This is an optimization exercise on Yosys and OpenROAD, whose aim is small area, a short achievable clock period and few clock cycles per item, not a production implementation.
Function was checked by simulation only, so behaviour that the tests miss may differ from the original.

===== design/flow/config.mk =====
export PLATFORM = sky130hd
export DESIGN_NAME = ssb_resampler
export DESIGN_NICKNAME = ssb_resampler
export VERILOG_FILES = /design/flow/design.v
export SDC_FILE = /design/flow/constraint.sdc
export NUM_CORES = 4
export LEC_CHECK = 0
export CAP_MARGIN = 20
export CORE_MARGIN = 2
export CORE_UTILIZATION = 40
export SLEW_MARGIN = 20

===== design/flow/constraint.sdc =====
create_clock -name core_clock -period 40.0 [get_ports {clk}]
set_input_delay 8.0000 -clock core_clock [delete_from_list [all_inputs] [get_ports {clk}]]
set_output_delay 8.0000 -clock core_clock [all_outputs]
set_load 0.01 [all_outputs]

===== design/flow/design.v =====
module ssb_resampler #(
    parameter RING_LOG      = 6,       
    parameter SMOOTH_SHIFT  = 8,
    parameter FILL_GAIN     = 4,
    parameter CORR_CAP      = 7
) (
    input  wire        clk,
    input  wire        rst,
    input  wire        cmd_valid,
    input  wire [1:0]  cmd_op,
    input  wire [31:0] cmd_data,
    output wire        cmd_ready,
    output reg         out_valid,
    output reg  [15:0] out_sample,
    output reg  [20:0] out_step
);
    localparam RING_CAP = 1 << RING_LOG;
    localparam [1:0] OP_NOP = 2'd0, OP_PUSH = 2'd1, OP_STEP = 2'd2, OP_SETRATE = 2'd3;
    localparam [1:0] S_IDLE = 2'd0, S_CALC = 2'd1, S_POP = 2'd2;
    localparam [17:0] HOST_RATE_MIN   = 18'd8000;
    localparam [17:0] HOST_RATE_MAX   = 18'd192000;
    localparam [17:0] HOST_RATE_RESET = 18'd48000;
    localparam [20:0] BASE_RESET      = 21'd393216;       
    localparam [31:0] ACC_RESET       = 32'h0600_0000;    
    reg [1:0]  state;
    reg [31:0]         ring [0:RING_CAP-1];
    reg [RING_LOG-1:0] widx, ridx;
    reg [17:0] host_rate;
    reg [20:0] base;           
    reg [31:0] acc;
    reg [20:0] phase;          
    reg [31:0] hist0, hist1, hist2, hist3;
    assign cmd_ready = (state == S_IDLE);
    wire accept = cmd_valid && cmd_ready;
    wire [17:0] rate_clamped = (cmd_data < {14'd0, HOST_RATE_MIN}) ? HOST_RATE_MIN :
                               (cmd_data > {14'd0, HOST_RATE_MAX}) ? HOST_RATE_MAX :
                               cmd_data[17:0];
    wire [27:0] rate_scaled  = {rate_clamped, 10'd0};
    wire [27:0] base_new_w   = rate_scaled / 28'd125;
    wire [RING_LOG-1:0]       fill = widx - ridx;
    wire signed [RING_LOG:0]  dev  = $signed({1'b0, fill}) - $signed(RING_CAP / 2);
    wire signed [31:0] prod  = $signed({1'b0, base}) * dev;
    wire signed [31:0] corr0 = prod >>> (RING_LOG - 1 + FILL_GAIN);
    wire signed [31:0] lim   = $signed({11'd0, base >> CORR_CAP});
    wire signed [31:0] corr  = (corr0 > lim) ? lim : (corr0 < -lim) ? -lim : corr0;
    wire [31:0] target  = {11'd0, base} + corr;
    wire [31:0] acc_new = acc - (acc >> SMOOTH_SHIFT) + target;
    wire [20:0] step    = acc_new[SMOOTH_SHIFT +: 21];
    wire signed [39:0] y2_l, y2_r;
    hermite_ch u_l (.p0(hist0[31:16]), .p1(hist1[31:16]), .p2(hist2[31:16]),
                    .p3(hist3[31:16]), .t(phase[15:0]), .y2(y2_l));
    hermite_ch u_r (.p0(hist0[15:0]),  .p1(hist1[15:0]),  .p2(hist2[15:0]),
                    .p3(hist3[15:0]),  .t(phase[15:0]), .y2(y2_r));
    wire signed [39:0] mono = (y2_l + y2_r) >>> 2;
    wire [15:0] sample = (mono > 40'sd32767)  ? 16'h7fff :
                         (mono < -40'sd32768) ? 16'h8000 : mono[15:0];
    wire        ring_empty = (ridx == widx);
    wire [31:0] pop_frame  = ring_empty ? hist3 : ring[ridx];
    always @(posedge clk) begin
        if (accept && cmd_op == OP_PUSH && (widx + 1'b1) != ridx)
            ring[widx] <= cmd_data;
    end
    always @(posedge clk) begin
        if (rst) begin
            state      <= S_IDLE;
            widx       <= {RING_LOG{1'b0}};
            ridx       <= {RING_LOG{1'b0}};
            host_rate  <= HOST_RATE_RESET;
            base       <= BASE_RESET;
            acc        <= ACC_RESET;
            phase      <= 21'd0;
            hist0      <= 32'd0;
            hist1      <= 32'd0;
            hist2      <= 32'd0;
            hist3      <= 32'd0;
            out_valid  <= 1'b0;
            out_sample <= 16'd0;
            out_step   <= 21'd0;
        end else begin
            out_valid <= 1'b0;
            case (state)
                S_IDLE: begin
                    if (accept) begin
                        case (cmd_op)
                            OP_PUSH:
                                if ((widx + 1'b1) != ridx)
                                    widx <= widx + 1'b1;
                            OP_STEP:
                                state <= S_CALC;
                            OP_SETRATE: begin
                                host_rate <= rate_clamped;
                                base      <= base_new_w[20:0];
                            end
                            default: ;
                        endcase
                    end
                end
                S_CALC: begin
                    acc      <= acc_new;
                    phase    <= phase + step;
                    out_step <= step;
                    state    <= S_POP;
                end
                S_POP: begin
                    if (phase >= 21'd65536) begin
                        hist0 <= hist1;
                        hist1 <= hist2;
                        hist2 <= hist3;
                        hist3 <= pop_frame;
                        if (!ring_empty)
                            ridx <= ridx + 1'b1;
                        phase <= phase - 21'd65536;
                    end else begin
                        out_sample <= sample;
                        out_valid  <= 1'b1;
                        state      <= S_IDLE;
                    end
                end
                default: state <= S_IDLE;
            endcase
        end
    end
endmodule
module hermite_ch (
    input  wire [15:0]        p0,
    input  wire [15:0]        p1,
    input  wire [15:0]        p2,
    input  wire [15:0]        p3,
    input  wire [15:0]        t,
    output wire signed [39:0] y2
);
    wire signed [39:0] s0 = $signed(p0);
    wire signed [39:0] s1 = $signed(p1);
    wire signed [39:0] s2 = $signed(p2);
    wire signed [39:0] s3 = $signed(p3);
    wire signed [39:0] st = $signed({24'd0, t});
    wire signed [39:0] c0 = 2 * s1;
    wire signed [39:0] c1 = s2 - s0;
    wire signed [39:0] c2 = 2 * s0 - 5 * s1 + 4 * s2 - s3;
    wire signed [39:0] c3 = 3 * (s1 - s2) + s3 - s0;
    wire signed [39:0] v1 = (c3 * st) >>> 16;
    wire signed [39:0] v2 = ((v1 + c2) * st) >>> 16;
    wire signed [39:0] v3 = ((v2 + c1) * st) >>> 16;
    assign y2 = v3 + c0;
endmodule

===== design/flow/run.sh =====
#!/bin/bash
# synth_recipe.tcl (not shown) runs the flow's synth.tcl, then flattens the netlist and writes it again
# the make line also repeats each setting of config.mk as NAME=value (left out here)
make -C /OpenROAD-flow-scripts/flow DESIGN_CONFIG=/design/flow/config.mk WORK_HOME=/design/flow/orfs CLKGATE_MAP_FILE= SYNTH_SCRIPT=/design/flow/synth_recipe.tcl finish

==> flow_summary.toml <==
[yosys]
synthMostInstantiatedCell = "sky130_fd_sc_hd__inv_1"
synth_top_area_cell = "sky130_fd_sc_hd__edfxtp_1"
post_synth_instance_area_sq_um = 205000
netlist-cell-type-count = 143
synthCells = 17900
ffs_w_async_s_r_synth_pct = 0
yosysWarnings = 1
synth.yosys.seq_area_share_pct = 32.2
synth_top_cells_by_count = "sky130_fd_sc_hd__inv_1, sky130_fd_sc_hd__fa_1, sky130_fd_sc_hd__nand2_1, sky130_fd_sc_hd__edfxtp_1, sky130_fd_sc_hd__ha_1"
synth.area.top_cells = "sky130_fd_sc_hd__edfxtp_1, sky130_fd_sc_hd__fa_1, sky130_fd_sc_hd__mux4_2, sky130_fd_sc_hd__ha_1, sky130_fd_sc_hd__inv_1"
postSynth.topFlopCell = "sky130_fd_sc_hd__edfxtp_1"
synth_enable_flop_cells = 2048
syn_nets = 21900
post-synth-top-area-fraction_pct = 29.9
postSynthRegisterBits = 2283
syn_area_per_cell_sq_um = 11.5

[final_layout]
sequential_cell_area_sq_um = 66300
area_delta_synth_final_pct = 8.14
final_core_utilization_pct = 43.4
fillerInstances = 47400
fin_nets = 21700
multi_input_comb_area_sq_um = 123000
layout.cell_area.non_filler_sq_um = 222000
fraction_of_layout_cells_with_a_size_suffix_above_1_pct = 9.58

[timing]
post_route_clock_period_utilization_pct = 86.1
max_slew.worst_pin.slew_ns = 1.14
clock_skew_ns = 0.145
slew_viol_final = 0
max_freq_ghz = 0.0290
finish_stage_setup_viols = 0
hold_viol = 0
rsz_0062_raised_after_global_routing = "false"
hold_slack_ns = 0.454
setup-tns-final_ns = 0
worst_slew_slack_as_a_fraction_of_its_limit_pct = 24.1
layout_min_cycle_time_ns = 34.45

[route]
route.detailed.vias_per_inst = 5.26
drt-wirelength-per-cell_um = 22.5
remaining_number_of_nets_flagged_by_the_antenna_check_after_routing = 0
postRouteWirelength_um = 556000
iter_0_drt_violations = 10600
drt_first_pass_iters = 6
vias = 130000
post-route-drc-count = 0

[clock_network]
worst_skew_pair.late_latency_ns = 0.99
cts.clk_slew.worst_paths_ns = 0.06
clock-sinks = 2283
clockBufferDepth = 4
tritoncts.num_buffers = 233
post_cts_hold_buffer_count = 0
cts.root.buffer_cell = "sky130_fd_sc_hd__clkbuf_16"
tritoncts = "built"
cts-htree-levels = 4
cts_repair_resize_count = 0
post-cts-setup-buffer-count = 0

[worst_setup_path]
worstPathRequired_ns = 40.75
reg2reg_to = "out_sample[2]"
arrival_ns = 35.20
critical_path.max_fanout = 46
crit_slowest_cell = "sky130_fd_sc_hd__o21ai_0"
timing.rr.start = "hist2[16]"
setup.reg_to_reg.worst_slack_ns = 5.55
critical_path_class = "flop to flop"
crit_path_max_incr_delay_ns = 0.59
critPathMostFrequentCell = "sky130_fd_sc_hd__o21a_1"
critPathLaunchType = "flop"
critical_path.endpoint_type = "flop"
ff2ff_path_depth = 140

[die]
i_o_pin_count = 76
placement_rows = 263
starting_utilization_of_the_core_area_pct = 40.1
core_sq_um = 512000
die_w_um = 721
fp.dieArea_sq_um = 519000
die_y_um = 721

[place]
buffer_ports.inserted = 75
gp_congestion = 0.870
detailedPlacementHpwl_um = 394000
dpl-instance-area_sq_um = 215000

[global_routing]
grt_antenna_before_repair = 33
number_of_global_route_vias_before_repair = 139000
grt_use_total_pct = 21.7
global_route.overflow_total = 0
grt_pass1_wl_um = 861000
grt_start_max_net_pins = 151

[job]
drv_cap = 0

[hold_path]
timing.hold.worst_path_depth = 2
hold_path_end = "hist0[3]"
class_of_the_worst_hold_path = "flop to flop"
min_from = "hist0[3]"

[outcome]
result_of_the_run = "timing/DRC/antenna clean"
## stage by stage
| stage | std cells | worst slack (ns) |
|---|---|---|
| detailed placement | 24200 | 5.55 |
| floorplan | 17900 | 8.35 |
| global placement | 24200 | 5.78 |
| CTS | 24700 | 5.55 |
| global route | 24700 | 3.62 |
| finish | 24700 | 5.55 |
## placed cells by master, fill, tap and decap left out, types with 359 or more instances in the layout
| master | netlist | routed |
|---|---|---|
| sky130_fd_sc_hd__a21oi_1 | 538 | 538 |
| sky130_fd_sc_hd__and2_1 | 1023 | 1022 |
| sky130_fd_sc_hd__edfxtp_1 | 2048 | 2048 |
| sky130_fd_sc_hd__fa_1 | 2834 | 2834 |
| sky130_fd_sc_hd__ha_1 | 1129 | 1128 |
| sky130_fd_sc_hd__inv_1 | 3660 | 3662 |
| sky130_fd_sc_hd__mux4_2 | 672 | 672 |
| sky130_fd_sc_hd__nand2_1 | 2196 | 2193 |
| sky130_fd_sc_hd__nor2_1 | 426 | 359 |
| sky130_fd_sc_hd__xnor2_1 | 388 | 380 |
## state kept, by name, summed over array words and instances (netlist names)
signal,count
out_step,20
acc,14
hist3,32
state,2
hist0,32
phase,21
out_sample,16
widx,6
base,21
ring,2048
out_valid,1
hist1,32
ridx,6
hist2,32
## metal layers
metal  wire length, um  track usage (%)  vias to the layer above  part of all wire [%]
li1                  -                -                    57100                     -
met1            234000             29.6                    67800                    42
met2            269000             36.8                     4258                    48
met3             36300             2.70                      736                   6.5
met4             16300             5.54                       10                   2.9
met5                57                0                        -                 0.010
## critical path, delay by kind of cell, from the launching register on
family / cells / cell delay [ns]
fa+ha+maj: 34 / 15.03
compound gates: 64 / 13.03
simple gates: 15 / 3.03
buf+inv: 23 / 2.05
flops: 1 / 0.57
xor+xnor: 4 / 0.55
## cell type report
cell class,instances,share of cell area (%)
repair buffers,440,1.57
clock inverters,143,0.523
clock buffers,282,2.75
diodes,8,0.00901
well taps,6757,3.81
flip-flops and latches,2283,29.8
inverters,3669,6.20
multi-input cells,11100,55.3
## worst max-delay path by stage
stage	startpoint	to
CTS	hist2[16]	out_sample[7]
finish	hist2[16]	out_sample[2]
detailed placement	hist2[16]	out_sample[7]
global placement	hist2[16]	out_sample[5]
floorplan	hist1[16]	out_sample[10]
global route	hist2[16]	out_sample[4]
## cell families after synthesis
family | synth area share [%]
buf+inv | 8.28
simple gates | 10.2
fa+ha+maj | 34.5
flops | 32.2
compound gates | 4.74
mux | 7.81
xor+xnor | 2.28
Testbench counts, summed over its fixed seeds: cycles 42,798, steps 3,200.

-- afterwards: timing with drivers on the ports --
In the flow no input, the clock included, has a driving cell. The finished layout below was timed again as built, in two steps. Step 1 assumes that a clkbuf_16 drives the clock port and a buf_2 every other input. Step 2 times the ports against the registers' clock, not the clock port: input delays grow and output delays shrink by t, the midpoint of the rising clock arrivals with the driver on. Slacks: ideal / step 1 / step 2; pairs: ideal / step 1.
t, ns: 1.016
slack for setup (ns): 5.545 / 5.545 / 5.545
worst register clock-pin slew, ns: 0.08 / 0.08
cell pins on the clock port's net: 1
After both steps this run still meets setup and hold. The setup slack of this run moves by 0.000 ns with the drivers and by 0.000 ns with both steps.
